Background: an optimization exercise with open tools, aiming at small area, a short achievable clock period and few clock cycles. Do not read the settings as production practice.
At most, simulation tests tie the RTL to the original design; equivalence was not proved.
Only the layout flow was run in runs 4 to 7; the RTL was not checked for function there.
No activity file was given, so power comes from the tool's default toggle rates.

--- flow/run.sh ---
#!/bin/bash
# synth_recipe.tcl (not shown) runs the flow's synth.tcl, then flattens the netlist and writes it again
# the make line also repeats each setting of config.mk as NAME=value (left out here)
make -C /OpenROAD-flow-scripts/flow DESIGN_CONFIG=/design/flow/config.mk WORK_HOME=/design/flow/orfs CLKGATE_MAP_FILE= SYNTH_SCRIPT=/design/flow/synth_recipe.tcl finish
--- flow/config.mk ---
export PLATFORM = sky130hd
export DESIGN_NAME = ufs_core
export DESIGN_NICKNAME = ufs_core
export VERILOG_FILES = /design/flow/design.v
export SDC_FILE = /design/flow/constraint.sdc
export NUM_CORES = 4
export LEC_CHECK = 0
export CAP_MARGIN = 20
export CORE_MARGIN = 2
export CORE_UTILIZATION = 40
export SETUP_SLACK_MARGIN = 5
export SLEW_MARGIN = 20
--- flow/constraint.sdc ---
create_clock -name core_clock -period 8.0 [get_ports {clk}]
set_input_delay 1.6000 -clock core_clock [delete_from_list [all_inputs] [get_ports {clk}]]
set_output_delay 1.6000 -clock core_clock [all_outputs]
set_load 0.01 [all_outputs]
--- flow/design.v ---
module ufs_core (
    input  wire        clk,
    input  wire        rst,
    input  wire        rx_valid,
    input  wire [7:0]  rx_data,
    output wire        rx_ready,
    output reg         tx_valid,
    output reg  [7:0]  tx_data,
    input  wire        tx_ready,
    output reg         mem_clr,
    output reg         buf_we,
    output reg  [13:0] buf_addr,
    output reg  [7:0]  buf_wdata,
    output reg         name_we,
    output reg  [5:0]  name_addr,
    output reg  [7:0]  name_wdata,
    output reg         st_valid,
    input  wire        st_ready,
    output wire [5:0]  st_name_len,
    output wire [13:0] st_length
);
    reg        rdy;
    reg        v1;
    reg  [7:0] d1;
    wire       fire = rx_valid & rdy;
    assign rx_ready = rdy;
    reg s_seek, s_cmd, s_n, s_name, s_tail, s_dsh, s_dsl, s_dlen, s_ddata, s_cs, s_skip;
    reg        is_s, is_e;       
    reg  [7:0] csum;
    reg  [7:0] rem;              
    reg  [1:0] sc;               
    reg        nbig;             
    reg        sbig;             
    reg        eq28;             
    reg        seqh0, seqlo, seq41;
    reg        fok;              
    reg        dv, good;         
    reg        active;
    reg  [5:0] name_len;
    reg [13:0] declared_size;
    assign st_name_len = name_len;
    assign st_length   = declared_size;
    reg [511:0] ring;
    reg  [5:0] ph;
    reg        drn1, drn2;
    wire [7:0] r63 = ring[511:504];
    reg  [1:0] tx_n;             
    reg  [1:0] tx_c;             
    reg        pv;
    reg  [1:0] pc;
    wire [7:0] b    = d1;
    wire       hdr  = (b == 8'h81);
    wire       rem1 = (rem == 8'd1);
    wire p_cmd   = v1 & s_cmd;
    wire p_n     = v1 & s_n;
    wire p_name  = v1 & s_name;
    wire p_tail  = v1 & s_tail;
    wire p_dlen  = v1 & s_dlen;
    wire p_ddata = v1 & s_ddata;
    wire n_ok    = (b[7:6] == 2'b00) & (b != 8'd0);        
    wire size_ok = ~sbig & ~(eq28 & (b != 8'd0));
    wire commit  = p_tail & (sc == 2'd3) & is_s & ~nbig & size_ok;
    wire ins     = p_name & active & ~nbig;
    wire [1:0] ncode  = {is_s & good, ~good};    
    wire       st_set = dv & is_e & good;
    wire       st_nxt = st_set | (st_valid & ~st_ready);
    wire       drn_nxt = (dv & is_s & fok & good & active) | drn1 | (drn2 & (ph != 6'd63));
    wire xfer     = tx_valid & tx_ready;
    wire cur_free = ~tx_valid | (xfer & (tx_n == 2'd0));
    wire cmd_start   = p_cmd & (b == 8'h90);
    wire sn_next     = cmd_start | (s_n & ~v1);
    wire enter_align = p_n & active & n_ok;
    wire in_align    = s_name & active & ~nbig & ~(v1 & rem1);
    wire align_ok    = enter_align ? (ph == 6'd62) :
                       (fire | (v1 ? (ph == name_addr) : (ph + 6'd1 == name_addr)));
    wire stall       = pv | st_nxt | drn_nxt;
    wire rdy_nxt     = ~stall & ~(sn_next & active & fire) &
                       (~(enter_align | in_align) | align_ok);
    always @(posedge clk) begin
        d1   <= rx_data;
        ring <= {ring[503:0], ins ? b : r63};
    end
    always @(posedge clk) begin
        if (rst) begin
            rdy     <= 1'b1;
            v1      <= 1'b0;
            s_seek  <= 1'b1;
            s_cmd   <= 1'b0;  s_n    <= 1'b0;  s_name  <= 1'b0;  s_tail <= 1'b0;
            s_dsh   <= 1'b0;  s_dsl  <= 1'b0;  s_dlen  <= 1'b0;  s_ddata <= 1'b0;
            s_cs    <= 1'b0;  s_skip <= 1'b0;
            dv      <= 1'b0;
            active  <= 1'b0;
            mem_clr <= 1'b0;
            buf_we  <= 1'b0;
            name_we <= 1'b0;
            st_valid <= 1'b0;
            tx_valid <= 1'b0;
            pv      <= 1'b0;
            ph      <= 6'd0;
            drn1    <= 1'b0;
            drn2    <= 1'b0;
        end else begin
            rdy     <= rdy_nxt;
            v1      <= fire;
            ph      <= ph + 6'd1;
            dv      <= 1'b0;
            mem_clr <= 1'b0;
            buf_we  <= 1'b0;
            name_we <= 1'b0;
            if (v1) begin
                if (s_seek) begin
                    if (hdr) begin s_seek <= 1'b0; s_cmd <= 1'b1; end
                end
                if (s_cmd) begin
                    s_cmd <= 1'b0;
                    if (b == 8'h90)      s_n   <= 1'b1;
                    else if (b == 8'h91) s_dsh <= 1'b1;
                    else if (b == 8'h92) s_tail <= 1'b1;
                    else                 s_skip <= 1'b1;
                end
                if (s_n) begin
                    s_n <= 1'b0;
                    if (b >= 8'd249)     s_skip <= 1'b1;
                    else if (b == 8'd0)  s_tail <= 1'b1;
                    else                 s_name <= 1'b1;
                    mem_clr <= ~active & (b[7:6] == 2'b00);
                end
                if (s_name) begin
                    name_we <= ~active & ~nbig;
                    if (rem1) begin s_name <= 1'b0; s_tail <= 1'b1; end
                end
                if (s_tail) begin
                    if (sc == 2'd3) begin s_tail <= 1'b0; s_cs <= 1'b1; end
                end
                if (s_dsh) begin s_dsh <= 1'b0; s_dsl <= 1'b1; end
                if (s_dsl) begin s_dsl <= 1'b0; s_dlen <= 1'b1; end
                if (s_dlen) begin
                    s_dlen <= 1'b0;
                    if (b >= 8'd251)     s_skip  <= 1'b1;
                    else if (b == 8'd0)  s_cs    <= 1'b1;
                    else                 s_ddata <= 1'b1;
                end
                if (s_ddata) begin
                    buf_we <= fok;
                    if (rem1) begin s_ddata <= 1'b0; s_cs <= 1'b1; end
                end
                if (s_cs) begin
                    s_cs <= 1'b0; s_seek <= 1'b1;
                    dv   <= 1'b1;
                end
                if (s_skip) begin
                    if (rem1) begin s_skip <= 1'b0; s_seek <= 1'b1; end
                end
            end
            if (dv) begin
                if (is_s) begin
                    if (fok) begin
                        active <= good;
                        if (active) mem_clr <= 1'b1;
                    end
                end else if (is_e) begin
                    active <= 1'b0;
                end
            end
            if (st_set) st_valid <= 1'b1;
            else if (st_ready) st_valid <= 1'b0;
            if (dv & is_s & fok & good & active) drn1 <= 1'b1;
            if (drn1 & (ph == 6'd63)) begin drn1 <= 1'b0; drn2 <= 1'b1; end
            if (drn2) begin
                name_we <= (ph < name_len);
                if (ph == 6'd63) drn2 <= 1'b0;
            end
            if (cur_free) begin
                if (pv | dv) tx_valid <= 1'b1;
                else         tx_valid <= 1'b0;
                pv <= pv & dv;
            end else if (dv) begin
                pv <= 1'b1;
            end
        end
    end
    always @(posedge clk) begin
        if (v1) begin
            if (s_seek) csum <= 8'h81;
            else        csum <= csum + b;
        end
        if (p_cmd) begin
            is_s <= (b == 8'h90);
            is_e <= (b == 8'h92);
            fok  <= active;                  
            sc   <= 2'd2;
            rem  <= 8'd255;                  
        end
        if (p_n) begin
            nbig <= (b[7:6] != 2'b00);
            sbig <= 1'b0;
            sc   <= 2'd0;
            name_addr <= 6'h3f;
            rem  <= (b >= 8'd249) ? 8'd254 : b;
        end
        if (p_name) begin
            rem        <= rem - 8'd1;
            name_addr  <= name_addr + 6'd1;
            name_wdata <= b;
        end
        if (p_tail) begin
            sc <= sc + 2'd1;
            if (sc == 2'd0 || sc == 2'd1) sbig <= sbig | (b != 8'd0);
            if (sc == 2'd2) begin
                sbig <= sbig | (b > 8'h28);
                eq28 <= (b == 8'h28);
                buf_addr[13:8] <= b[5:0];    
            end
            if (sc == 2'd3 && is_s) fok <= commit;
        end
        if (commit) begin
            name_len      <= name_addr + 6'd1;
            declared_size <= {buf_addr[13:8], b};
        end
        if (v1 & s_dsh) seqh0 <= (b == 8'd0);
        if (v1 & s_dsl) begin
            seqlo <= seqh0 & (b != 8'd0) & (b <= 8'd40);
            seq41 <= seqh0 & (b == 8'd41);
            buf_addr[13:8] <= b[5:0] - 6'd1;
        end
        if (p_dlen) begin
            fok  <= active & (seqlo | (seq41 & (b == 8'd0)));
            rem  <= (b >= 8'd251) ? 8'd252 : b;
            buf_addr[7:0] <= 8'hff;
        end
        if (p_ddata) begin
            rem           <= rem - 8'd1;
            buf_addr[7:0] <= buf_addr[7:0] + 8'd1;
            buf_wdata     <= b;
        end
        if (v1 & s_skip) rem <= rem - 8'd1;
        if (v1 & s_cs) good <= (csum == b) & fok;
        if (drn2) begin
            name_addr  <= ph;
            name_wdata <= r63;
        end
        if (xfer & (tx_n != 2'd0)) begin
            tx_n    <= tx_n - 2'd1;
            tx_data <= (tx_n == 2'd2) ? (8'h93 + {6'd0, tx_c}) : (8'h14 + {6'd0, tx_c});
        end else if (cur_free & (pv | dv)) begin
            tx_n    <= 2'd2;
            tx_data <= 8'h81;
            tx_c    <= pv ? pc : ncode;
        end
        if (dv & ~(cur_free & ~pv)) pc <= ncode;
    end
endmodule
==> flow_metrics.env, run 1 <==
export IMPL_row_count=74
export IMPL_avgSynthCellArea_um2=15.2
export IMPL_seqPwrFrac=0.542
export IMPL_postPlaceCellArea_um2=18000
export IMPL_insertion_delay_ns=0.61
export IMPL_worstSetupEndpointType="output pin"
export IMPL_path_cells="dlygate4sd2_1"
export IMPL_p_int_w=0.00486
export IMPL_ys_types=60
export IMPL_fmax_mhz=341
export IMPL_grt_pass1_vias=7864
export IMPL_die_height_um=208
export IMPL_grtUsageMet3=0.0278
export IMPL_nFillCells=3528
export IMPL_fin_crit_sh=0.367
export IMPL_setup_tns_ns=0
export IMPL_pre_cts_ws_ns=4.56
export IMPL_slew_viol_final=0
export IMPL_drt_wl_total_mm=25.2
export IMPL_setup_ws_ns=5.06
export IMPL_gp_congestion=0.857
export IMPL_whs_path_depth=0
export IMPL_cpPeakStageDelay_ns=0.42
export IMPL_drtIter0Drc=485
export IMPL_hold_path_class="reg -> reg"
export IMPL_syn2layout_area_growth_pct=19.9
export IMPL_arrival_ns=1.34
export IMPL_layout_common_cells="dfxtp_1, edfxtp_1, dlygate4sd2_1, clkbuf_16, nor2_1"
export IMPL_worst_pin_slew_ns=0.888
export IMPL_die_area_um2=43200
export IMPL_use_met2=0.171
export IMPL_syn_inst=1092
export IMPL_pwr_density_cell_nw_per_um2=304
export IMPL_synthFlopType="dfxtp_1"
export IMPL_register_area_um2=13800
export IMPL_hold_path_startpoint="ring[449]"
export IMPL_n_antenna_cell=0
export IMPL_rsz0062_at_grt="true"
export IMPL_finalHoldViolCount=0
export IMPL_async_reset_ff_frac=0
export IMPL_fin_skew_ns=0.0361
export IMPL_cts_tree="yes"
export IMPL_final_layout_size_suffix_gt1_frac=0.104
export IMPL_synth_edf_count=93
export IMPL_ios=83
export IMPL_slowest_stage="edfxtp_1"
export IMPL_relSlewSlack=0.401
export IMPL_antenna_found_initial=0
export IMPL_grt_util_met1=0.167
export IMPL_vias_per_cell=4.36
export IMPL_grt_remaining_overflow=0
export IMPL_grt_usage=0.119
export IMPL_p_leak_nw=7.81
export IMPL_nets=1266
export IMPL_final_area_um2=19900
export IMPL_ant_nets=0
export IMPL_multi_input_area_um2=2510
export IMPL_power_switching_w=0.00120
export IMPL_start_kind="flip-flop"
export IMPL_core_area_um2=40900
export IMPL_synth_seq_area_share=0.832
export IMPL_crit_type="reg -> out"
export IMPL_critPathTopFamily="flip-flops"
export IMPL_cts_buffer_depth=3
export IMPL_switching_share=0.199
export IMPL_grt_max_degree=44
export IMPL_hold_path_end="ring[457]"
export IMPL_start_util=0.406
export IMPL_clockRootBuffer="clkbuf_16"
export IMPL_ys_ff_latch=644
export IMPL_busiest_layer="met2"
export IMPL_final_common_cell="dfxtp_1"
export IMPL_path_max_fanout=3
export IMPL_period_minus_slack_ns=2.94
export IMPL_routedWlPerCell_um=14.0
export IMPL_peakVddDrop_mv=0.186
export IMPL_path_clk_slew_ns=0.06
export IMPL_ys_warn_count=1
export IMPL_vias=7870
export IMPL_ff2ff_setup_slack_ns=5.10
export IMPL_syn_area_um2=16600
export IMPL_p_comb_frac=0.009
export IMPL_cts_buffers=59
export IMPL_numClockSinks=644
export IMPL_worst_hold_slack_ns=0.305
export IMPL_htreeDepth=2
export IMPL_status="finished clean"
export IMPL_place_hpwl_mm=14.8
export IMPL_r2r_end="declared_size[11]"
export IMPL_ff2ff_path_depth=4
export IMPL_clkPwrFrac=0.449
export IMPL_cp_required_ns=6.40
export IMPL_max_cap_violations=0
export IMPL_cts_hold_buffers=0
export IMPL_r2r_start="d1[3]"
export IMPL_final_setup_viol_count=0
export IMPL_timing_critical_path_buf_inv=1
export IMPL_port_buffers=79
export IMPL_postLayoutCoreUtil=0.487
export IMPL_die_w_um=208
export IMPL_drtPass1Iterations=4
export IMPL_grt_pass1_wl_mm=41.5
export IMPL_drc_errors=0
metal layers:
layer / wire length (um) / vias up
met3: 1160 / 55
li1: - / 3922
met5: 0 / -
met4: 850 / 0
met2: 10500 / 169
met1: 12700 / 3724
cells in the mapped netlist, types with 4 or more instances:
| cell | instances | share of area |
|---|---|---|
| a211oi_1 | 5 | 0.0023 |
| a21o_1 | 4 | 0.0018 |
| a21oi_1 | 34 | 0.010 |
| and2_1 | 6 | 0.0023 |
| and3_1 | 5 | 0.0019 |
| buf_6 | 4 | 0.0027 |
| clkbuf_1 | 19 | 0.0043 |
| dfxtp_1 | 551 | 0.66 |
| edfxtp_1 | 93 | 0.17 |
| ha_1 | 30 | 0.023 |
| inv_1 | 36 | 0.0081 |
| mux2_2 | 15 | 0.010 |
| nand2_1 | 48 | 0.011 |
| nand2b_1 | 10 | 0.0038 |
| nand3_1 | 13 | 0.0039 |
| nand3b_1 | 4 | 0.0018 |
| nand4_1 | 4 | 0.0015 |
| nor2_1 | 52 | 0.012 |
| nor2b_1 | 8 | 0.0030 |
| nor3_1 | 18 | 0.0054 |
| nor3b_1 | 7 | 0.0032 |
| nor4_1 | 6 | 0.0023 |
| o21ai_0 | 24 | 0.0072 |
| o31ai_1 | 4 | 0.0018 |
| or2_2 | 5 | 0.0019 |
| or3_1 | 4 | 0.0015 |
| or4_1 | 4 | 0.0018 |
| xnor2_1 | 20 | 0.011 |
| xor2_1 | 16 | 0.0084 |
power by group through the flow:
stage / sequential (W) / clock [W] / combinational [W]
after global placement: 0.00336 / 0 / 0.0000547
after detailed placement: 0.00336 / 0 / 0.0000548
after global routing: 0.00329 / 0.00293 / 0.0000615
after CTS: 0.00329 / 0.00280 / 0.0000556
after floorplan: 0.00336 / 0 / 0.0000400
final: 0.00329 / 0.00272 / 0.0000550
final cells by class:
cell class              instances  area share
flip-flops and latches        644       0.694
well taps                     532      0.0334
inverters                      38     0.00734
clock inverters                29      0.0124
clock buffers                  83      0.0852
multi-input cells             384       0.126
repair buffers                 95      0.0419
worst reg2reg max path, stage by stage, from the launching register on:
cell and delay [ns]:
dfxtp_1 0.47, or4_4 0.57, or4b_4 0.56, a2111o_1 0.50, clkinvlp_4 0.41
logic make-up (layout without fill, tap and decap cells):
logic type,Yosys count,after routing,synth area share
AOI/OAI and AO/OA,96,96,0.0359
and+or+nand+nor,203,203,0.0618
muxes,15,15,0.0102
other,1,3,0.000226
xor gates and xnor gates,36,36,0.0190
buffers and inverters,66,245,0.0175
adders and majority gates,31,31,0.0238
DFF,644,644,0.832
flip-flops by register name, indices dropped and copies added, names as in the netlist, 6 cells and up:
name	cells
buf_addr	14
buf_wdata	8
csum	8
d1	8
declared_size	14
name_addr	6
name_len	6
name_wdata	8
ph	6
rem	8
ring	512
how the worst max path moves through the flow:
| stage | startpoint | end | slack [ns] | depth (start not counted) |
|---|---|---|---|---|
| 2_1_floorplan | rx_valid | rdy | 5.25 | 5 |
| 3_3_place_gp | tx_ready | tx_data[1] | 4.63 | 3 |
| 3_5_place_dp | tx_ready | tx_data[1] | 4.56 | 3 |
| 4_1_cts | name_addr[2] | name_addr[2] | 4.82 | 1 |
| 5_1_grt | d1[3] | declared_size[9] | 4.96 | 4 |
| 6_report | buf_addr[1] | buf_addr[1] | 5.06 | 1 |
what timing repair did:
item                       CTS  global route
setup endpoints to repair   87            14
buffers inserted             8             2
gates resized for setup     69             3
stage by stage:
step                power (W)  instances
detailed placement    0.00342       1683
global route          0.00628       1805
floorplan             0.00340       1094
CTS                   0.00614       1803
finish                0.00607       1805
global placement      0.00342       1683
Testbench counts, summed over its fixed seeds: cycles 69,361.
==> inputs of run 2 (changes only) <==
--- a/flow/config.mk
+++ b/flow/config.mk
@@ -8,5 +8,5 @@
 export CAP_MARGIN = 20
 export CORE_MARGIN = 2
 export CORE_UTILIZATION = 40
-export SETUP_SLACK_MARGIN = 5
+export SETUP_SLACK_MARGIN = 4
 export SLEW_MARGIN = 20
==> flow_metrics.env, run 2 <==
export IMPL_slowest_stage="clkdlybuf4s50_1"
export IMPL_ff2ff_path_depth=4
export IMPL_path_clk_slew_ns=0.06
export IMPL_nets=1256
export IMPL_row_count=74
export IMPL_top_register="ring"
export IMPL_critical_path_depth=1
export IMPL_setup_tns_ns=0
export IMPL_async_reset_ff_frac=0
export IMPL_ys_types=60
export IMPL_path_cells="clkdlybuf4s50_1"
export IMPL_worstSetupEndpointType="output pin"
export IMPL_largest_reg_flops=512
export IMPL_synthTopCellsByCount="dfxtp_1, edfxtp_1, nor2_1, nand2_1, inv_1"
export IMPL_crit_start="name_addr[2]"
export IMPL_grt_usage=0.118
export IMPL_worstSetupEndpoint="name_addr[2]"
export IMPL_syn_area_um2=16600
export IMPL_top_regs="ring: 512 flops, buf_addr: 14 flops, declared_size: 14 flops"
export IMPL_relSlewSlack=0.381
export IMPL_die_height_um=208
export IMPL_hold_path_class="reg -> reg"
export IMPL_ff2ff_setup_slack_ns=4.83
export IMPL_cts_tree="yes"
export IMPL_crit_type="reg -> out"
export IMPL_arrival_ns=1.75
export IMPL_cts_resized=0
export IMPL_core_area_um2=40900
export IMPL_grt_pass1_vias=7819
export IMPL_finalHoldViolCount=0
export IMPL_p_leak_nw=7.66
export IMPL_gp_congestion=0.857
export IMPL_drc_errors=0
export IMPL_cpPeakStageDelay_ns=0.61
export IMPL_place_hpwl_mm=14.8
export IMPL_synth_seq_area_share=0.832
export IMPL_postLayoutCoreUtil=0.487
export IMPL_syn2layout_area_growth_pct=19.9
export IMPL_path_max_fanout=8
export IMPL_synthFlopType="dfxtp_1"
export IMPL_fmax_mhz=298
export IMPL_timing_critical_path_buf_inv=1
export IMPL_clockRootBuffer="clkbuf_16"
export IMPL_avgSynthCellArea_um2=15.2
export IMPL_nFillCells=3500
export IMPL_rsz0062_at_grt="false"
export IMPL_grt_remaining_overflow=0
export IMPL_port_buffers=79
export IMPL_n_antenna_cell=0
export IMPL_grt_pass1_wl_mm=41.3
export IMPL_final_common_cell="dfxtp_1"
export IMPL_final_setup_viol_count=0
export IMPL_start_util=0.406
export IMPL_r2r_start="d1[3]"
export IMPL_yosysTopAreaCell="dfxtp_1"
export IMPL_die_area_um2=43200
export IMPL_vias_per_cell=4.36
export IMPL_cts_setup_buffers=0
export IMPL_synth_top_area_share=0.664
export IMPL_max_cap_violations=0
export IMPL_period_minus_slack_ns=3.35
export IMPL_slew_viol_final=0
export IMPL_syn_inst=1092
export IMPL_synth_area_leaders="dfxtp_1, edfxtp_1, ha_1"
export IMPL_synth_edf_count=93
export IMPL_drt_wl_total_mm=24.9
export IMPL_total_power_w=0.00606
export IMPL_cts_buffer_depth=3
export IMPL_critPathTopFamily="buffers and inverters"
export IMPL_ys_ff_latch=644
export IMPL_insertion_delay_ns=0.61
export IMPL_vias=7820
export IMPL_fin_skew_ns=0.0364
export IMPL_htreeDepth=2
export IMPL_setup_ws_ns=4.65
export IMPL_peakVddDrop_mv=0.187
export IMPL_grt_max_degree=44
export IMPL_layout_common_cells="dfxtp_1, edfxtp_1, clkdlybuf4s50_1, clkbuf_16, nor2_1"
export IMPL_r2r_end="declared_size[11]"
export IMPL_ant_nets=0
export IMPL_fin_crit_sh=0.419
export IMPL_cts_buffers=59
export IMPL_routedWlPerCell_um=13.9
export IMPL_drtIter0Drc=460
export IMPL_final_layout_size_suffix_gt1_frac=0.0966
export IMPL_cts_hold_buffers=0
export IMPL_ios=83
export IMPL_pre_cts_ws_ns=4.56
export IMPL_status="finished clean"
export IMPL_worst_pin_slew_ns=0.927
export IMPL_yosysMostFrequentCell="dfxtp_1"
export IMPL_antenna_found_initial=0
export IMPL_cp_required_ns=6.40
export IMPL_drtPass1Iterations=4
export IMPL_ys_warn_count=1
export IMPL_pwr_density_cell_nw_per_um2=304
export IMPL_numClockSinks=644
export IMPL_start_kind="flip-flop"
export IMPL_die_w_um=208
## run 2: cell counts after synthesis
Identical to the previous run, type by type.
## run 2: area by class of cell
class,count,area (um^2),area share
well taps,532,666,0.0334
flip-flops and latches,644,13800,0.694
repair buffers,85,836,0.0419
inverters,38,143,0.00716
clock buffers,83,1700,0.0853
clock inverters,29,246,0.0124
multi-input cells,384,2510,0.126
## run 2: worst min-delay path by stage
| stage | startpoint | to | depth (start not counted) | slack (ns) |
|---|---|---|---|---|
| after floorplan | ring[92] | ring[100] | 0 | 0.31 |
| after global placement | ring[356] | ring[364] | 0 | 0.31 |
| after detailed placement | ring[97] | ring[105] | 0 | 0.31 |
| after CTS | ring[449] | ring[457] | 0 | 0.29 |
| after global routing | ring[449] | ring[457] | 0 | 0.29 |
| final | ring[449] | ring[457] | 0 | 0.31 |
## run 2: layer usage
metal	track usage	vias up	routed length (um)
met2	0.170	175	10500
met1	0.167	3695	12500
met5	0	-	0
li1	-	3898	-
met3	0.0275	52	1220
met4	0.0577	0	769
## run 2: kinds of logic after synthesis
family / synth area share
buffers and inverters: 0.0175
other: 0.000226
AOI/OAI and AO/OA: 0.0359
muxes: 0.0102
and+or+nand+nor: 0.0618
adders and majority gates: 0.0238
DFF: 0.832
xor gates and xnor gates: 0.0190
## run 2: power breakdown
group / switching, W / internal, W / leakage (nW) / total, W
registers: 0.00000985 / 0.00328 / 5.28 / 0.00329
logic: 0.0000304 / 0.0000246 / 1.43 / 0.0000551
clock network: 0.00116 / 0.00156 / 0.950 / 0.00272
total: 0.00120 / 0.00486 / 7.66 / 0.00606
## run 2: per-stage QoR
| stage | instance area (um^2) | hold slack, ns | instances |
|---|---|---|---|
| finish | 19900 | 0.306 | 1795 |
| global route | 19900 | 0.290 | 1795 |
| CTS | 19900 | 0.293 | 1795 |
| detailed placement | 18000 | 0.312 | 1683 |
| global placement | 18000 | 0.310 | 1683 |
| floorplan | 16600 | 0.310 | 1094 |
==> inputs of run 3 (changes only) <==
--- a/flow/config.mk
+++ b/flow/config.mk
@@ -8,5 +8,4 @@
 export CAP_MARGIN = 20
 export CORE_MARGIN = 2
 export CORE_UTILIZATION = 40
-export SETUP_SLACK_MARGIN = 4
 export SLEW_MARGIN = 20
==> flow_metrics.env, run 3 <==
export IMPL_cp_required_ns=6.40
export IMPL_final_layout_size_suffix_gt1_frac=0.0966
export IMPL_final_setup_viol_count=0
export IMPL_start_util=0.406
export IMPL_core_area_um2=40900
export IMPL_syn_area_um2=16600
export IMPL_relSlewSlack=0.381
export IMPL_cts_buffer_depth=3
export IMPL_die_w_um=208
export IMPL_port_buffers=79
export IMPL_drt_wl_total_mm=24.9
export IMPL_layout_common_cells="dfxtp_1, edfxtp_1, clkdlybuf4s50_1, clkbuf_16, nor2_1"
export IMPL_timing_critical_path_buf_inv=1
export IMPL_die_area_um2=43200
export IMPL_ys_warn_count=1
export IMPL_synth_edf_count=93
export IMPL_numClockSinks=644
export IMPL_antenna_found_initial=0
export IMPL_largest_reg_flops=512
export IMPL_yosysTopAreaCell="dfxtp_1"
export IMPL_htreeDepth=2
export IMPL_grt_pass1_vias=7819
export IMPL_fmax_mhz=298
export IMPL_async_reset_ff_frac=0
export IMPL_synthTopCellsByCount="dfxtp_1, edfxtp_1, nor2_1, nand2_1, inv_1"
export IMPL_ys_types=60
export IMPL_vias_per_cell=4.36
export IMPL_finalHoldViolCount=0
export IMPL_drc_errors=0
export IMPL_synthFlopType="dfxtp_1"
export IMPL_cts_hold_buffers=0
export IMPL_final_common_cell="dfxtp_1"
export IMPL_drtPass1Iterations=4
export IMPL_path_clk_slew_ns=0.06
export IMPL_row_count=74
export IMPL_vias=7820
export IMPL_fin_skew_ns=0.0364
export IMPL_ant_nets=0
export IMPL_worst_pin_slew_ns=0.927
export IMPL_pre_cts_ws_ns=4.56
export IMPL_peakVddDrop_mv=0.187
export IMPL_cts_setup_buffers=0
export IMPL_max_cap_violations=0
export IMPL_rsz0062_at_grt="false"
export IMPL_critPathTopFamily="buffers and inverters"
export IMPL_hold_path_class="reg -> reg"
export IMPL_slew_viol_final=0
export IMPL_nets=1256
export IMPL_place_hpwl_mm=14.8
export IMPL_period_minus_slack_ns=3.35
export IMPL_cts_tree="yes"
export IMPL_syn2layout_area_growth_pct=19.9
export IMPL_synth_seq_area_share=0.832
export IMPL_avgSynthCellArea_um2=15.2
export IMPL_path_max_fanout=8
export IMPL_slowest_stage="clkdlybuf4s50_1"
export IMPL_cts_resized=0
export IMPL_crit_type="reg -> out"
export IMPL_synth_top_area_share=0.664
export IMPL_cts_buffers=59
export IMPL_die_height_um=208
export IMPL_setup_ws_ns=4.65
export IMPL_start_kind="flip-flop"
export IMPL_fin_crit_sh=0.419
export IMPL_ys_ff_latch=644
export IMPL_status="finished clean"
export IMPL_gp_congestion=0.857
export IMPL_setup_tns_ns=0
export IMPL_worst_hold_slack_ns=0.306
export IMPL_cpPeakStageDelay_ns=0.61
export IMPL_nFillCells=3500
export IMPL_arrival_ns=1.75
export IMPL_ios=83
export IMPL_routedWlPerCell_um=13.9
export IMPL_insertion_delay_ns=0.61
export IMPL_pwr_density_cell_nw_per_um2=304
export IMPL_grt_remaining_overflow=0
export IMPL_worstSetupEndpointType="output pin"
export IMPL_p_leak_nw=7.66
export IMPL_drtIter0Drc=460
export IMPL_top_register="ring"
export IMPL_n_antenna_cell=0
export IMPL_syn_inst=1092
export IMPL_yosysMostFrequentCell="dfxtp_1"
export IMPL_clockRootBuffer="clkbuf_16"
export IMPL_top_regs="ring: 512 flops, buf_addr: 14 flops, declared_size: 14 flops"
export IMPL_grt_pass1_wl_mm=41.3
export IMPL_path_cells="clkdlybuf4s50_1"
export IMPL_synth_area_leaders="dfxtp_1, edfxtp_1, ha_1"
export IMPL_grt_max_degree=44
export IMPL_grt_usage=0.118
run 3: stage by stage:
stage          cell area, um^2  total power (W)  utilization  instances
3_3_place_gp             18000          0.00342        0.439       1683
2_1_floorplan            16600          0.00340            -       1094
6_report                 19900          0.00606        0.487       1795
5_1_grt                  19900          0.00628        0.487       1795
3_5_place_dp             18000          0.00342        0.439       1683
4_1_cts                  19900          0.00614        0.487       1795
run 3: layer usage:
metal,global-route usage,vias to the layer above,wire length (um)
met5,0,-,0
met4,0.0577,0,769
met3,0.0275,52,1220
met2,0.170,175,10500
met1,0.167,3695,12500
li1,-,3898,-
run 3: final timing paths:
kind,from,end,slack [ns],cells past startpoint
max reg2reg,d1[3],declared_size[11],4.83,4
max,name_addr[2],name_addr[2],4.65,1
min,ring[449],ring[457],0.31,0
min reg2reg,ring[449],ring[457],0.31,0
run 3: worst register-to-register path: stages (launching register included):
cell	delay, ns
dfxtp_1	0.47
or4_4	0.57
or4b_4	0.56
a2111o_1	0.47
inv_1	0.69
run 3: area by class of cell:
class	instances	area, um^2	area share
Clock buffer	83	1700	0.0853
Clock inverter	29	246	0.0124
Inverter	38	143	0.00716
Multi-Input combinational cell	384	2510	0.126
Sequential cell	644	13800	0.694
Tap cell	532	666	0.0334
Timing Repair Buffer	85	836	0.0419
run 3: power by group:
part / internal (W) / switching, W
Combinational: 0.0000246 / 0.0000304
Clock: 0.00156 / 0.00116
Sequential: 0.00328 / 0.00000985
run 3: cell families (layout without fill, tap and decap cells):
family                   count (synthesis)  in the layout  synth area share
adder cells (fa/ha/maj)                 31             31            0.0238
flip-flops                             644            644             0.832
AND/OR/NAND/NOR                        203            203            0.0618
XOR/XNOR                                36             36            0.0190
multiplexers                            15             15            0.0102
AO/OA/AOI/OAI                           96             96            0.0359
buffers and inverters                   66            235            0.0175
other                                    1              3          0.000226
==> inputs of run 4 (changes only) <==
--- a/flow/design.v
+++ b/flow/design.v
@@ -5,15 +5,15 @@
     input  wire [7:0]  rx_data,
     output wire        rx_ready,
     output reg         tx_valid,
-    output reg  [7:0]  tx_data,
+    output wire [7:0]  tx_data,
     input  wire        tx_ready,
     output reg         mem_clr,
     output reg         buf_we,
-    output reg  [13:0] buf_addr,
-    output reg  [7:0]  buf_wdata,
+    output wire [13:0] buf_addr,
+    output wire [7:0]  buf_wdata,
     output reg         name_we,
-    output reg  [5:0]  name_addr,
-    output reg  [7:0]  name_wdata,
+    output wire [5:0]  name_addr,
+    output wire [7:0]  name_wdata,
     output reg         st_valid,
     input  wire        st_ready,
     output wire [5:0]  st_name_len,
@@ -44,6 +44,15 @@
     reg  [5:0] ph;
     reg        drn1, drn2;
     wire [7:0] r63 = ring[511:504];
+    reg [13:0] ad;
+    reg  [7:0] wd;
+    assign buf_addr   = ad;
+    assign name_addr  = ad[5:0];
+    assign buf_wdata  = wd;
+    assign name_wdata = wd;
+    reg        txd7;
+    reg  [4:0] txd;
+    assign tx_data = {txd7, 2'b00, txd};
     reg  [1:0] tx_n;             
     reg  [1:0] tx_c;             
     reg        pv;
@@ -72,12 +81,13 @@
     wire enter_align = p_n & active & n_ok;
     wire in_align    = s_name & active & ~nbig & ~(v1 & rem1);
     wire align_ok    = enter_align ? (ph == 6'd62) :
-                       (fire | (v1 ? (ph == name_addr) : (ph + 6'd1 == name_addr)));
+                       (fire | (v1 ? (ph == ad[5:0]) : (ph + 6'd1 == ad[5:0])));
     wire stall       = pv | st_nxt | drn_nxt;
     wire rdy_nxt     = ~stall & ~(sn_next & active & fire) &
                        (~(enter_align | in_align) | align_ok);
     always @(posedge clk) begin
         d1   <= rx_data;
+        wd   <= drn2 ? r63 : d1;
         ring <= {ring[503:0], ins ? b : r63};
     end
     always @(posedge clk) begin
@@ -195,13 +205,12 @@
             nbig <= (b[7:6] != 2'b00);
             sbig <= 1'b0;
             sc   <= 2'd0;
-            name_addr <= 6'h3f;
+            ad[7:0] <= 8'hff;
             rem  <= (b >= 8'd249) ? 8'd254 : b;
         end
         if (p_name) begin
             rem        <= rem - 8'd1;
-            name_addr  <= name_addr + 6'd1;
-            name_wdata <= b;
+            ad[7:0]    <= ad[7:0] + 8'd1;
         end
         if (p_tail) begin
             sc <= sc + 2'd1;
@@ -209,42 +218,38 @@
             if (sc == 2'd2) begin
                 sbig <= sbig | (b > 8'h28);
                 eq28 <= (b == 8'h28);
-                buf_addr[13:8] <= b[5:0];    
+                ad[13:8] <= b[5:0];          
             end
             if (sc == 2'd3 && is_s) fok <= commit;
         end
         if (commit) begin
-            name_len      <= name_addr + 6'd1;
-            declared_size <= {buf_addr[13:8], b};
+            name_len      <= ad[5:0] + 6'd1;
+            declared_size <= {ad[13:8], b};
         end
         if (v1 & s_dsh) seqh0 <= (b == 8'd0);
         if (v1 & s_dsl) begin
             seqlo <= seqh0 & (b != 8'd0) & (b <= 8'd40);
             seq41 <= seqh0 & (b == 8'd41);
-            buf_addr[13:8] <= b[5:0] - 6'd1;
+            ad[13:8] <= b[5:0] - 6'd1;
         end
         if (p_dlen) begin
             fok  <= active & (seqlo | (seq41 & (b == 8'd0)));
             rem  <= (b >= 8'd251) ? 8'd252 : b;
-            buf_addr[7:0] <= 8'hff;
+            ad[7:0] <= 8'hff;
         end
         if (p_ddata) begin
             rem           <= rem - 8'd1;
-            buf_addr[7:0] <= buf_addr[7:0] + 8'd1;
-            buf_wdata     <= b;
+            ad[7:0]       <= ad[7:0] + 8'd1;
         end
         if (v1 & s_skip) rem <= rem - 8'd1;
         if (v1 & s_cs) good <= (csum == b) & fok;
-        if (drn2) begin
-            name_addr  <= ph;
-            name_wdata <= r63;
-        end
+        if (drn2) ad[5:0] <= ph;
         if (xfer & (tx_n != 2'd0)) begin
             tx_n    <= tx_n - 2'd1;
-            tx_data <= (tx_n == 2'd2) ? (8'h93 + {6'd0, tx_c}) : (8'h14 + {6'd0, tx_c});
+            {txd7, txd} <= (tx_n == 2'd2) ? {1'b1, 5'h13 + {3'd0, tx_c}} : {1'b0, 5'h14 + {3'd0, tx_c}};
         end else if (cur_free & (pv | dv)) begin
             tx_n    <= 2'd2;
-            tx_data <= 8'h81;
+            {txd7, txd} <= 6'h21;
             tx_c    <= pv ? pc : ncode;
         end
         if (dv & ~(cur_free & ~pv)) pc <= ncode;
==> flow/flow/run.sh (new file) <==
#!/bin/bash
set -euo pipefail
export BUFFER_PORTS_ARGS="-buffer_cell sky130_fd_sc_hd__buf_2"
export SETUP_SLACK_MARGIN=5
bash standard.sh > standard.log 2>&1
==> flow/standard.sh (new file) <==
#!/bin/bash
# synth_recipe.tcl (not shown) runs the flow's synth.tcl, then flattens the netlist and writes it again
# the make line also repeats each setting of config.mk as NAME=value (left out here)
make -C /OpenROAD-flow-scripts/flow DESIGN_CONFIG=/design/flow/config.mk WORK_HOME=/design/flow/orfs CLKGATE_MAP_FILE= SYNTH_SCRIPT=/design/flow/synth_recipe.tcl "${@:-finish}"
removed: flow/run.sh
==> flow_metrics.env, run 4 <==
export IMPL_insertion_delay_ns=0.60
export IMPL_fmax_mhz=341
export IMPL_htreeDepth=2
export IMPL_synthSimpleGateAreaFrac=0.0599
export IMPL_routedWlPerCell_um=14.2
export IMPL_synth_area_leaders="dfxtp_1, edfxtp_1, ha_1"
export IMPL_die_height_um=205
export IMPL_largest_reg_flops=512
export IMPL_worstSetupEndpointType="output pin"
export IMPL_place_hpwl_mm=15.1
export IMPL_synth_top_family_by_area="simple AND/OR/NAND/NOR gates"
export IMPL_grt_usage=0.122
export IMPL_synth_xor_area_frac=0.0185
export IMPL_cts_tree="yes"
export IMPL_seqPwrFrac=0.535
export IMPL_top_register="ring"
export IMPL_peakVddDrop_mv=0.168
export IMPL_n_antenna_cell=0
export IMPL_drc_errors=0
export IMPL_ys_types=61
export IMPL_synth_fa_ha_area_frac=0.0237
export IMPL_max_cap_violations=0
export IMPL_port_buffers=79
export IMPL_path_max_fanout=8
export IMPL_pwr_density_cell_nw_per_um2=316
export IMPL_final_area_um2=19000
export IMPL_grt_pass1_wl_mm=40.0
export IMPL_critical_path_depth=1
export IMPL_synthTopCellsByCount="dfxtp_1, edfxtp_1, nand2_1, nor2_1, inv_1"
export IMPL_vias_per_cell=4.32
export IMPL_nets=1224
export IMPL_start_util=0.406
export IMPL_clkPwrFrac=0.456
export IMPL_setup_ws_ns=5.07
export IMPL_status="finished clean"
export IMPL_arrival_ns=1.33
export IMPL_path_clk_slew_ns=0.06
export IMPL_drtIter0Drc=449
export IMPL_gp_congestion=0.862
export IMPL_syn2layout_area_growth_pct=17.5
export IMPL_cpPeakStageDelay_ns=0.54
export IMPL_cts_hold_buffers=0
export IMPL_ys_warn_count=1
export IMPL_fin_skew_ns=0.0187
export IMPL_yosysMostFrequentCell="dfxtp_1"
export IMPL_synth_mux_area_frac=0.00907
export IMPL_drtPass1Iterations=5
export IMPL_avgSynthCellArea_um2=15.0
export IMPL_drt_wl_total_mm=24.9
export IMPL_ios=83
export IMPL_clockRootBuffer="clkbuf_16"
export IMPL_rsz0062_at_grt="false"
export IMPL_fin_crit_sh=0.367
export IMPL_top_regs="ring: 512 flops, ad: 14 flops, declared_size: 14 flops"
export IMPL_final_layout_size_suffix_gt1_frac=0.166
export IMPL_ant_nets=0
export IMPL_multi_input_area_um2=2450
export IMPL_worst_hold_slack_ns=0.316
export IMPL_whs_path_depth=0
export IMPL_timing_critical_path_buf_inv=1
export IMPL_syn_area_um2=16100
export IMPL_critPathTopFamily="flip-flops"
export IMPL_synth_seq_area_share=0.826
export IMPL_power_switching_w=0.00118
export IMPL_yosysTopAreaCell="dfxtp_1"
export IMPL_core_area_um2=39700
export IMPL_pre_cts_ws_ns=4.90
export IMPL_layout_common_cells="dfxtp_1, buf_2, edfxtp_1, clkbuf_16"
export IMPL_switching_share=0.197
export IMPL_synthFlopType="dfxtp_1"
export IMPL_cp_required_ns=6.40
export IMPL_p_comb_frac=0.009
export IMPL_numClockSinks=630
export IMPL_grt_pass1_vias=7408
export IMPL_syn_inst=1077
export IMPL_crit_type="reg -> out"
export IMPL_grt_max_degree=46
export IMPL_cts_buffer_depth=3
export IMPL_grt_remaining_overflow=0
export IMPL_async_reset_ff_frac=0
export IMPL_antenna_found_initial=0
export IMPL_slowest_stage="edfxtp_1"
export IMPL_synth_compound_area_frac=0.0392
export IMPL_slew_viol_final=0
export IMPL_vias=7575
export IMPL_worst_pin_slew_ns=1.02
export IMPL_synth_top_area_share=0.693
export IMPL_die_w_um=205
export IMPL_ff2ff_path_depth=5
export IMPL_final_setup_viol_count=0
export IMPL_hold_path_class="reg -> reg"
export IMPL_path_cells="buf_2"
export IMPL_cts_buffers=57
export IMPL_row_count=73
export IMPL_period_minus_slack_ns=2.93
export IMPL_p_leak_nw=7.54
export IMPL_ys_ff_latch=630
export IMPL_setup_tns_ns=0
export IMPL_die_area_um2=42000
export IMPL_postPlaceCellArea_um2=17000
export IMPL_nFillCells=3445
export IMPL_finalHoldViolCount=0
export IMPL_p_int_w=0.00481
export IMPL_register_area_um2=13300
export IMPL_final_common_cell="dfxtp_1"
export IMPL_relSlewSlack=0.312
export IMPL_synth_edf_count=71
export IMPL_start_kind="flip-flop"
run 4: changes by cell type after synthesis, moves of 6 or more:
cell,change
clkbuf_1,-6
a21oi_1,-6
xor2_1,-7
dfxtp_1,+8
buf_4,+16
edfxtp_1,-22
run 4: cell families (layout without fill, tap and decap cells):
logic type / Yosys count / count (layout)
XOR/XNOR: 34 / 34
multiplexers: 13 / 13
adder cells (fa/ha/maj): 30 / 30
flip-flops: 630 / 630
AO/OA/AOI/OAI: 99 / 99
buffers and inverters: 78 / 227
other: 1 / 3
AND/OR/NAND/NOR: 192 / 192
run 4: metal layers:
| metal | global-route usage | wire length (um) |
|---|---|---|
| met3 | 0.0326 | 1260 |
| met2 | 0.182 | 10800 |
| met4 | 0.0480 | 661 |
| met5 | 0 | 0 |
| met1 | 0.169 | 12200 |
run 4: through the flow:
stage	std cells	utilization	power, W
final	1753	0.477	0.00600
after global routing	1753	0.477	0.00621
after CTS	1753	0.477	0.00607
after detailed placement	1646	0.428	0.00333
after global placement	1646	0.428	0.00333
after floorplan	1079	-	0.00332
run 4: worst paths after layout:
| path | from | end | slack (ns) |
|---|---|---|---|
| worst min register to register | ring[497] | ring[505] | 0.32 |
| worst min-delay path | ring[497] | ring[505] | 0.32 |
| worst max register to register | d1[1] | declared_size[5] | 5.20 |
| worst max-delay path | ad[1] | buf_addr[1] | 5.07 |
run 4: worst reg2reg max path: cells and delay by family, from the launching register on:
| family | cells | cell delay [ns] |
|---|---|---|
| AOI/OAI and AO/OA | 1 | 0.80 |
| buffers and inverters | 2 | 0.60 |
| DFF | 1 | 0.42 |
| adders and majority gates | 1 | 0.36 |
| and+or+nand+nor | 1 | 0.30 |
run 4: timing repair:
action / CTS / global route
cloned: 0 / 0
buffers inserted: 1 / 0
gates resized for setup: 0 / 0
setup endpoints to repair: 1 / 14
pin swaps: 0 / 1
run 4: cell type report:
class / instances / area share
inverters: 38 / 0.00752
flip-flops and latches: 630 / 0.703
well taps: 525 / 0.0347
clock inverters: 28 / 0.0158
multi-input cells: 371 / 0.129
repair buffers: 83 / 0.0224
clock buffers: 78 / 0.0876
run 4: power groups by stage:
stage / Combinational (W) / Clock [W] / Sequential, W
6_report: 0.0000559 / 0.00273 / 0.00321
5_1_grt: 0.0000630 / 0.00294 / 0.00321
4_1_cts: 0.0000564 / 0.00281 / 0.00321
3_5_place_dp: 0.0000560 / 0 / 0.00328
3_3_place_gp: 0.0000555 / 0 / 0.00328
2_1_floorplan: 0.0000449 / 0 / 0.00327
==> inputs of run 5 (changes only) <==
==> flow/flow/run.sh (replaced) <==
#!/bin/bash
set -euo pipefail
export BUFFER_PORTS_ARGS="-buffer_cell sky130_fd_sc_hd__buf_2"
export SETUP_SLACK_MARGIN=6
bash standard.sh > standard.log 2>&1
==> flow_metrics.env, run 5 <==
export IMPL_syn2layout_area_growth_pct=22.6
export IMPL_drtIter0Drc=366
export IMPL_postPlaceCellArea_um2=17100
export IMPL_status="finished clean"
export IMPL_dr_wl_met2_mm=11.9
export IMPL_grt_max_degree=30
export IMPL_cts_buffers=58
export IMPL_async_reset_ff_frac=0
export IMPL_core_area_um2=39700
export IMPL_final_setup_viol_count=0
export IMPL_gp_congestion=0.800
export IMPL_path_clk_slew_ns=0.06
export IMPL_p_leak_nw=7.86
export IMPL_synth_top_area_share=0.693
export IMPL_rsz0062_at_grt="true"
export IMPL_grt_usage=0.127
export IMPL_final_area_um2=19800
export IMPL_antenna_found_initial=1
export IMPL_worst_pin_slew_ns=0.641
export IMPL_crit_type="reg -> out"
export IMPL_layout_common_cells="dfxtp_1, edfxtp_1, clkbuf_16, buf_2, nand2_1"
export IMPL_cts_buffer_depth=3
export IMPL_slowest_stage="edfxtp_1"
export IMPL_synthFlopType="dfxtp_1"
export IMPL_nFillCells=3360
export IMPL_vias=7672
export IMPL_path_max_fanout=1
export IMPL_die_area_um2=42000
export IMPL_top_layer="met4"
export IMPL_start_kind="flip-flop"
export IMPL_grt_pass1_wl_mm=41.1
export IMPL_syn_inst=1077
export IMPL_ios=83
export IMPL_row_count=73
export IMPL_top_regs="ring: 512 flops, ad: 14 flops, declared_size: 14 flops"
export IMPL_path_cells="buf_2"
export IMPL_cp_required_ns=6.40
export IMPL_worstSetupEndpointType="output pin"
export IMPL_htreeDepth=2
export IMPL_hold_path_class="reg -> reg"
export IMPL_clockRootBuffer="clkbuf_16"
export IMPL_port_buffers=79
export IMPL_final_common_cell="dfxtp_1"
export IMPL_synthTopCellsByCount="dfxtp_1, edfxtp_1, nand2_1, nor2_1, inv_1"
export IMPL_avgSynthCellArea_um2=15.0
export IMPL_vias_per_cell=4.29
export IMPL_nets=1259
export IMPL_die_w_um=205
export IMPL_numClockSinks=630
export IMPL_ys_warn_count=1
export IMPL_peakVddDrop_mv=0.225
export IMPL_wl_met1_mm=12.4
export IMPL_cts_tree="yes"
export IMPL_total_power_w=0.00617
export IMPL_arrival_ns=1.29
export IMPL_critPathTopFamily="flip-flops"
export IMPL_final_layout_size_suffix_gt1_frac=0.238
export IMPL_top_register="ring"
export IMPL_route_met3_wl_mm=1.11
export IMPL_max_cap_violations=0
export IMPL_drc_errors=0
export IMPL_cts_hold_buffers=0
export IMPL_relSlewSlack=0.567
export IMPL_fin_crit_sh=0.362
export IMPL_drt_wl_total_mm=26.1
export IMPL_synth_seq_area_share=0.826
export IMPL_synth_edf_count=71
export IMPL_n_antenna_cell=0
export IMPL_grt_pass1_vias=7689
export IMPL_routedWlPerCell_um=14.6
export IMPL_cpPeakStageDelay_ns=0.49
export IMPL_finalHoldViolCount=0
export IMPL_synth_area_leaders="dfxtp_1, edfxtp_1, ha_1"
export IMPL_yosysTopAreaCell="dfxtp_1"
export IMPL_pwr_density_cell_nw_per_um2=312
export IMPL_largest_reg_flops=512
export IMPL_yosysMostFrequentCell="dfxtp_1"
export IMPL_fin_skew_ns=0.0248
export IMPL_start_util=0.406
export IMPL_insertion_delay_ns=0.61
export IMPL_grt_remaining_overflow=0
export IMPL_fmax_mhz=346
export IMPL_slew_viol_final=0
export IMPL_drtPass1Iterations=5
export IMPL_ys_ff_latch=630
export IMPL_setup_tns_ns=0
export IMPL_timing_critical_path_buf_inv=1
export IMPL_place_hpwl_mm=15.5
export IMPL_period_minus_slack_ns=2.89
export IMPL_syn_area_um2=16100
export IMPL_ant_nets=0
export IMPL_postLayoutCoreUtil=0.498
export IMPL_die_height_um=205
export IMPL_ys_types=61
## run 5: cell counts after synthesis
Identical to the previous run, type by type.
## run 5: layout make-up
type                    instances  area (um^2)  share of cell area
clock inverters                34          439              0.0222
well taps                     525          657              0.0332
multi-input cells             371         2690               0.136
repair buffers                117          846              0.0427
flip-flops and latches        630        13400               0.676
clock buffers                  75         1650              0.0833
inverters                      38          145             0.00733
## run 5: report_power, final
group / total, W / internal (W) / switching, W
Sequential: 0.00321 / 0.00320 / 0.0000159
Combinational: 0.0000767 / 0.0000380 / 0.0000387
Clock: 0.00289 / 0.00173 / 0.00116
Total: 0.00617 / 0.00496 / 0.00121
## run 5: kinds of logic (layout without fill, tap and decap cells)
kind of cell | after synthesis | count (layout) | synth area share
DFF | 630 | 630 | 0.826
and+or+nand+nor | 192 | 192 | 0.0599
AOI/OAI and AO/OA | 99 | 99 | 0.0392
buffers and inverters | 78 | 264 | 0.0239
xor gates and xnor gates | 34 | 34 | 0.0185
adders and majority gates | 30 | 30 | 0.0237
muxes | 13 | 13 | 0.00907
other | 1 | 3 | 0.000232
## run 5: path summary, 6_finish.rpt
path                                     end             start  depth (start not counted)  slack, ns
worst max-delay path            st_length[2]  declared_size[2]                          1       5.11
worst min-delay path               ring[207]         ring[199]                          0       0.31
worst max register to register           rdy             ad[4]                          8       6.00
worst min register to register     ring[207]         ring[199]                          0       0.31
## run 5: metrics by stage
step                hold WS, ns  std cells  setup WS (ns)
global route              0.320       1790           5.09
CTS                       0.304       1778           5.10
floorplan                 0.310       1079           5.67
finish                    0.311       1790           5.11
global placement          0.310       1645           5.24
detailed placement        0.312       1645           5.19
## run 5: repair_timing
action / 4_1_cts / 5_1_grt
pin swaps: 5 / 17
setup endpoints to repair: 136 / 115
gates cloned: 1 / 0
buffers inserted: 23 / 12
resized for setup: 60 / 27
## run 5: layer usage
metal	global-route usage	vias to the layer above
met1	0.171	3640
met4	0.0627	0
met3	0.0259	41
met2	0.194	139
li1	-	3852
met5	0	-
==> inputs of run 6 (changes only) <==
==> flow/flow/run.sh (replaced) <==
#!/bin/bash
# Standard ORFS layout, with the port buffers made from plain buffers and
# repair_timing asked for more setup margin.
set -euo pipefail
export BUFFER_PORTS_ARGS="-buffer_cell sky130_fd_sc_hd__buf_2"
export SETUP_SLACK_MARGIN=5
bash standard.sh > standard.log 2>&1
--- a/flow/config.mk
+++ b/flow/config.mk
@@ -8,4 +8,6 @@
 export CAP_MARGIN = 20
 export CORE_MARGIN = 2
 export CORE_UTILIZATION = 40
+export CTS_BUF_LIST = sky130_fd_sc_hd__clkbuf_8
+export CTS_CLUSTER_SIZE = 30
 export SLEW_MARGIN = 20
==> flow_metrics.env, run 6 <==
export IMPL_ys_types=61
export IMPL_hold_path_class="reg -> reg"
export IMPL_pwr_density_cell_nw_per_um2=308
export IMPL_clockRootBuffer="clkbuf_8"
export IMPL_die_w_um=205
export IMPL_fmax_mhz=344
export IMPL_status="finished clean"
export IMPL_vias_per_cell=4.30
export IMPL_start_util=0.406
export IMPL_insertion_delay_ns=0.64
export IMPL_p_leak_nw=7.70
export IMPL_avgSynthCellArea_um2=15.0
export IMPL_final_common_cell="dfxtp_1"
export IMPL_port_buffers=79
export IMPL_final_area_um2=19000
export IMPL_postPlaceCellArea_um2=17000
export IMPL_synth_area_leaders="dfxtp_1, edfxtp_1, ha_1"
export IMPL_finalHoldViolCount=0
export IMPL_fin_skew_ns=0.0405
export IMPL_worst_pin_slew_ns=1.03
export IMPL_antenna_found_initial=0
export IMPL_wl_met1_mm=12.4
export IMPL_synth_top_area_share=0.693
export IMPL_critical_path_depth=1
export IMPL_drt_wl_total_mm=25.4
export IMPL_ant_nets=0
export IMPL_worstSetupEndpointType="output pin"
export IMPL_syn_inst=1077
export IMPL_cts_buffers=91
export IMPL_dr_wl_met2_mm=11.1
export IMPL_gp_congestion=0.862
export IMPL_synth_edf_count=71
export IMPL_die_height_um=205
export IMPL_max_cap_violations=0
export IMPL_htreeDepth=3
export IMPL_row_count=73
export IMPL_worst_hold_slack_ns=0.290
export IMPL_grt_remaining_overflow=0
export IMPL_final_layout_size_suffix_gt1_frac=0.193
export IMPL_routedWlPerCell_um=14.0
export IMPL_final_setup_viol_count=0
export IMPL_numClockSinks=630
export IMPL_ios=83
export IMPL_core_area_um2=39700
export IMPL_slowest_stage="edfxtp_1"
export IMPL_n_antenna_cell=0
export IMPL_slew_viol_final=0
export IMPL_drtIter0Drc=467
export IMPL_nFillCells=3476
export IMPL_cts_tree="yes"
export IMPL_cts_hold_buffers=0
export IMPL_peakVddDrop_mv=0.136
export IMPL_drc_errors=0
export IMPL_arrival_ns=1.31
export IMPL_largest_reg_flops=512
export IMPL_top_layer="met4"
export IMPL_async_reset_ff_frac=0
export IMPL_drtPass1Iterations=5
export IMPL_cts_resized=0
export IMPL_timing_critical_path_buf_inv=1
export IMPL_ys_ff_latch=630
export IMPL_grt_pass1_wl_mm=40.9
export IMPL_synthFlopType="dfxtp_1"
export IMPL_route_met3_wl_mm=1.20
export IMPL_syn2layout_area_growth_pct=17.6
export IMPL_cp_required_ns=6.40
export IMPL_rsz0062_at_grt="false"
export IMPL_synthTopCellsByCount="dfxtp_1, edfxtp_1, nand2_1, nor2_1, inv_1"
export IMPL_top_register="ring"
export IMPL_relSlewSlack=0.305
export IMPL_die_area_um2=42000
export IMPL_grt_usage=0.125
export IMPL_grt_pass1_vias=7769
export IMPL_setup_tns_ns=0
export IMPL_period_minus_slack_ns=2.91
export IMPL_ys_warn_count=1
export IMPL_synth_seq_area_share=0.826
export IMPL_postLayoutCoreUtil=0.478
export IMPL_critPathTopFamily="flip-flops"
export IMPL_fin_crit_sh=0.364
export IMPL_ff2ff_path_depth=5
export IMPL_syn_area_um2=16100
export IMPL_yosysMostFrequentCell="dfxtp_1"
export IMPL_yosysTopAreaCell="dfxtp_1"
export IMPL_nets=1265
export IMPL_path_clk_slew_ns=0.06
export IMPL_cpPeakStageDelay_ns=0.48
export IMPL_path_cells="buf_2"
export IMPL_crit_type="reg -> out"
export IMPL_layout_common_cells="dfxtp_1, clkbuf_8, buf_2, edfxtp_1, inv_1"
export IMPL_cts_buffer_depth=3
export IMPL_top_regs="ring: 512 flops, ad: 14 flops, declared_size: 14 flops"
export IMPL_start_kind="flip-flop"
export IMPL_whs_path_depth=0
export IMPL_grt_max_degree=46
export IMPL_path_max_fanout=5
export IMPL_vias=7803
export IMPL_place_hpwl_mm=15.1
==> run 6: cell counts after synthesis <==
No cell type changed its count.
==> run 6: layout make-up <==
type	instances	area (um^2)	area share
clock inverters	35	224	0.0118
flip-flops and latches	630	13300	0.702
clock buffers	124	1710	0.0899
multi-input cells	371	2450	0.129
well taps	525	657	0.0346
repair buffers	90	478	0.0252
inverters	38	143	0.00752
==> run 6: worst paths after layout <==
check,startpoint,end,slack [ns]
max,ad[4],buf_addr[4],5.09
min,ring[497],ring[505],0.29
max reg2reg,d1[1],declared_size[3],5.22
min reg2reg,ring[497],ring[505],0.29
==> run 6: what timing repair did <==
action,4_1_cts,5_1_grt
pin swaps,0,1
endpoints found under the setup margin,6,16
buffers inserted,3,5
hold endpoints to repair,0,0
==> run 6: kinds of logic (layout without fill, tap and decap cells) <==
family / count (synthesis) / count (layout) / synth area share
buffers and inverters: 78 / 287 / 0.0239
other: 1 / 3 / 0.000232
adder cells (fa/ha/maj): 30 / 30 / 0.0237
AND/OR/NAND/NOR: 192 / 192 / 0.0599
AO/OA/AOI/OAI: 99 / 99 / 0.0392
multiplexers: 13 / 13 / 0.00907
XOR/XNOR: 34 / 34 / 0.0185
flip-flops: 630 / 630 / 0.826
==> run 6: through the flow <==
| step | worst slack (ns) | total power, W | std cells |
|---|---|---|---|
| floorplan | 5.25 | 0.00332 | 1079 |
| global placement | 5.01 | 0.00333 | 1646 |
| detailed placement | 4.90 | 0.00333 | 1646 |
| CTS | 5.01 | 0.00593 | 1808 |
| global route | 5.02 | 0.00608 | 1813 |
| finish | 5.09 | 0.00584 | 1813 |
==> run 6: layer usage <==
layer,GRT usage,vias up
li1,-,3862
met1,0.170,3692
met2,0.184,191
met3,0.0356,58
met4,0.0614,0
met5,0,-
==> run 6: report_power, final <==
group	switching [W]	leakage, nW	total (W)	internal (W)
sequential	0.0000131	5.15	0.00321	0.00320
clock	0.00111	1.09	0.00257	0.00147
combinational	0.0000328	1.46	0.0000560	0.0000232
==> inputs of run 7 (changes only) <==
--- a/flow/config.mk
+++ b/flow/config.mk
@@ -8,6 +8,6 @@
 export CAP_MARGIN = 20
 export CORE_MARGIN = 2
 export CORE_UTILIZATION = 40
-export CTS_BUF_LIST = sky130_fd_sc_hd__clkbuf_8
-export CTS_CLUSTER_SIZE = 30
+export CTS_BUF_LIST = sky130_fd_sc_hd__clkbuf_4
+export CTS_CLUSTER_SIZE = 20
 export SLEW_MARGIN = 20
==> flow_metrics.env, run 7 <==
export IMPL_yosysTopAreaCell="dfxtp_1"
export IMPL_vias_per_cell=4.24
export IMPL_cts_tree="yes"
export IMPL_timing_critical_path_buf_inv=1
export IMPL_crit_type="reg -> out"
export IMPL_period_minus_slack_ns=3.04
export IMPL_ys_types=61
export IMPL_synth_top_area_share=0.693
export IMPL_nFillCells=3547
export IMPL_drc_errors=0
export IMPL_grt_pass1_vias=8314
export IMPL_gp_congestion=0.862
export IMPL_synth_area_leaders="dfxtp_1, edfxtp_1, ha_1"
export IMPL_drtPass1Iterations=5
export IMPL_register_area_um2=13300
export IMPL_synthTopCellsByCount="dfxtp_1, edfxtp_1, nand2_1, nor2_1, inv_1"
export IMPL_top_regs="ring: 512 flops, ad: 14 flops, declared_size: 14 flops"
export IMPL_synth_seq_area_share=0.826
export IMPL_ant_nets=0
export IMPL_async_reset_ff_frac=0
export IMPL_hold_path_class="reg -> reg"
export IMPL_die_area_um2=42000
export IMPL_drt_wl_total_mm=25.9
export IMPL_syn2layout_area_growth_pct=18.7
export IMPL_insertion_delay_ns=0.78
export IMPL_finalHoldViolCount=0
export IMPL_ios=83
export IMPL_largest_reg_flops=512
export IMPL_start_kind="flip-flop"
export IMPL_row_count=73
export IMPL_path_clk_slew_ns=0.07
export IMPL_syn_area_um2=16100
export IMPL_drtIter0Drc=429
export IMPL_port_buffers=79
export IMPL_p_leak_nw=7.85
export IMPL_final_layout_size_suffix_gt1_frac=0.262
export IMPL_core_area_um2=39700
export IMPL_nets=1333
export IMPL_htreeDepth=4
export IMPL_layout_common_cells="dfxtp_1, clkbuf_4, buf_2, edfxtp_1"
export IMPL_cts_buffer_depth=3
export IMPL_grt_max_degree=46
export IMPL_antenna_found_initial=1
export IMPL_slowest_stage="edfxtp_1"
export IMPL_worst_pin_slew_ns=1.06
export IMPL_status="finished clean"
export IMPL_multi_input_area_um2=2450
export IMPL_final_common_cell="dfxtp_1"
export IMPL_fin_skew_ns=0.0551
export IMPL_start_util=0.406
export IMPL_pre_cts_ws_ns=4.90
export IMPL_worstSetupEndpointType="output pin"
export IMPL_die_w_um=205
export IMPL_routedWlPerCell_um=13.4
export IMPL_peakVddDrop_mv=0.114
export IMPL_cts_hold_buffers=0
export IMPL_place_hpwl_mm=15.1
export IMPL_avgSynthCellArea_um2=15.0
export IMPL_grt_usage=0.128
export IMPL_yosysMostFrequentCell="dfxtp_1"
export IMPL_fin_crit_sh=0.379
export IMPL_setup_ws_ns=4.96
export IMPL_pwr_density_cell_nw_per_um2=307
export IMPL_path_cells="buf_2"
export IMPL_cp_required_ns=6.40
export IMPL_cts_buffers=149
export IMPL_die_height_um=205
export IMPL_ys_ff_latch=630
export IMPL_synth_edf_count=71
export IMPL_top_register="ring"
export IMPL_slew_viol_final=0
export IMPL_relSlewSlack=0.289
export IMPL_syn_inst=1077
export IMPL_vias=8171
export IMPL_grt_pass1_wl_mm=41.9
export IMPL_fmax_mhz=329
export IMPL_max_cap_violations=0
export IMPL_synthFlopType="dfxtp_1"
export IMPL_rsz0062_at_grt="true"
export IMPL_path_max_fanout=1
export IMPL_grt_remaining_overflow=0
export IMPL_cpPeakStageDelay_ns=0.47
export IMPL_clockRootBuffer="clkbuf_4"
export IMPL_final_setup_viol_count=0
export IMPL_numClockSinks=630
export IMPL_arrival_ns=1.44
export IMPL_setup_tns_ns=0
export IMPL_critPathTopFamily="flip-flops"
export IMPL_ys_warn_count=1
## run 7: through the flow
step | std cells | cell area, um^2 | power, W | hold slack (ns) | utilization
after floorplan | 1079 | 16200 | 0.00332 | 0.310 | -
after global placement | 1646 | 17000 | 0.00333 | 0.310 | 0.428
after detailed placement | 1646 | 17000 | 0.00333 | 0.312 | 0.428
after CTS | 1922 | 19100 | 0.00598 | 0.293 | 0.481
after global routing | 1929 | 19100 | 0.00617 | 0.296 | 0.482
final | 1929 | 19100 | 0.00587 | 0.287 | 0.482
## run 7: layer usage
layer	vias up	track usage	share of wire
met4	0	0.0565	0.017
met1	3869	0.167	0.48
met5	-	0	0
met3	37	0.0458	0.051
met2	186	0.191	0.45
li1	4079	-	-
## run 7: cell families after synthesis
group	after synthesis	synth area share
other	1	0.000232
DFF	630	0.826
muxes	13	0.00907
adders and majority gates	30	0.0237
AOI/OAI and AO/OA	99	0.0392
xor gates and xnor gates	34	0.0185
buffers and inverters	78	0.0239
and+or+nand+nor	192	0.0599
## run 7: report_power, final
| group | internal [W] | switching, W |
|---|---|---|
| clock | 0.00146 | 0.00115 |
| combinational | 0.0000232 | 0.0000329 |
| sequential | 0.00319 | 0.0000129 |
## run 7: timing repair
| action | in CTS | in global routing |
|---|---|---|
| gates resized for setup | 8 | 1 |
| hold endpoints to repair | 0 | 0 |
| pin swaps | 0 | 1 |
| endpoints found under the setup margin | 36 | 54 |
| setup buffers | 12 | 6 |
## run 7: worst paths after layout
path,start,endpoint,slack [ns],depth (start not counted)
setup / recovery,declared_size[4],st_length[4],4.96,1
hold / removal,ring[497],ring[505],0.29,0
setup reg to reg,v1,rem[4],5.36,6
hold reg to reg,ring[497],ring[505],0.29,0
## run 7: final cells by class
cell class	count	area share
clock buffers	228	0.0894
repair buffers	100	0.0302
inverters	38	0.00745
diodes	1	0.000131
clock inverters	36	0.0149
multi-input cells	371	0.128
well taps	525	0.0343
flip-flops and latches	630	0.696

==> separate check: timing with driven ports <==
In the flow no input, the clock included, has a driving cell. The finished layouts below were timed again as built, in two steps.
Step 1 (the two cells are an assumption about what drives the block):
set clk [get_ports {clk}]
set_driving_cell -lib_cell sky130_fd_sc_hd__clkbuf_16 $clk
set_driving_cell -lib_cell sky130_fd_sc_hd__buf_2 [delete_from_list [all_inputs] $clk]
Step 2 also shifts input and output timing later by t, the mid clock arrival at the registers, as if the neighbouring blocks saw the same clock.
a / b / c = ideal ports / drivers / drivers and shift; a / b = the first two.
run	shift t [ns]	setup WS [ns]	clock arrival spread, ns	pins driven straight from the clock port
run 1	0.637	5.064 / 5.015 / 4.550	0.039 / 0.038	1
run 2	0.638	4.649 / 4.601 / 4.558	0.038 / 0.038	1
run 3	0.638	4.649 / 4.601 / 4.558	0.038 / 0.038	1
run 4	0.639	5.068 / 5.017 / 4.917	0.022 / 0.021	1
run 5	0.649	5.107 / 5.053 / 5.394	0.030 / 0.030	1
run 6	0.667	5.090 / 5.045 / 4.907	0.040 / 0.041	1
run 7	0.795	4.965 / 4.920 / 4.863	0.061 / 0.061	1
After both steps every run listed still meets setup and hold. The setup slack of run 1, which loses most, moves by -0.049 ns with the drivers and by -0.514 ns with both steps.
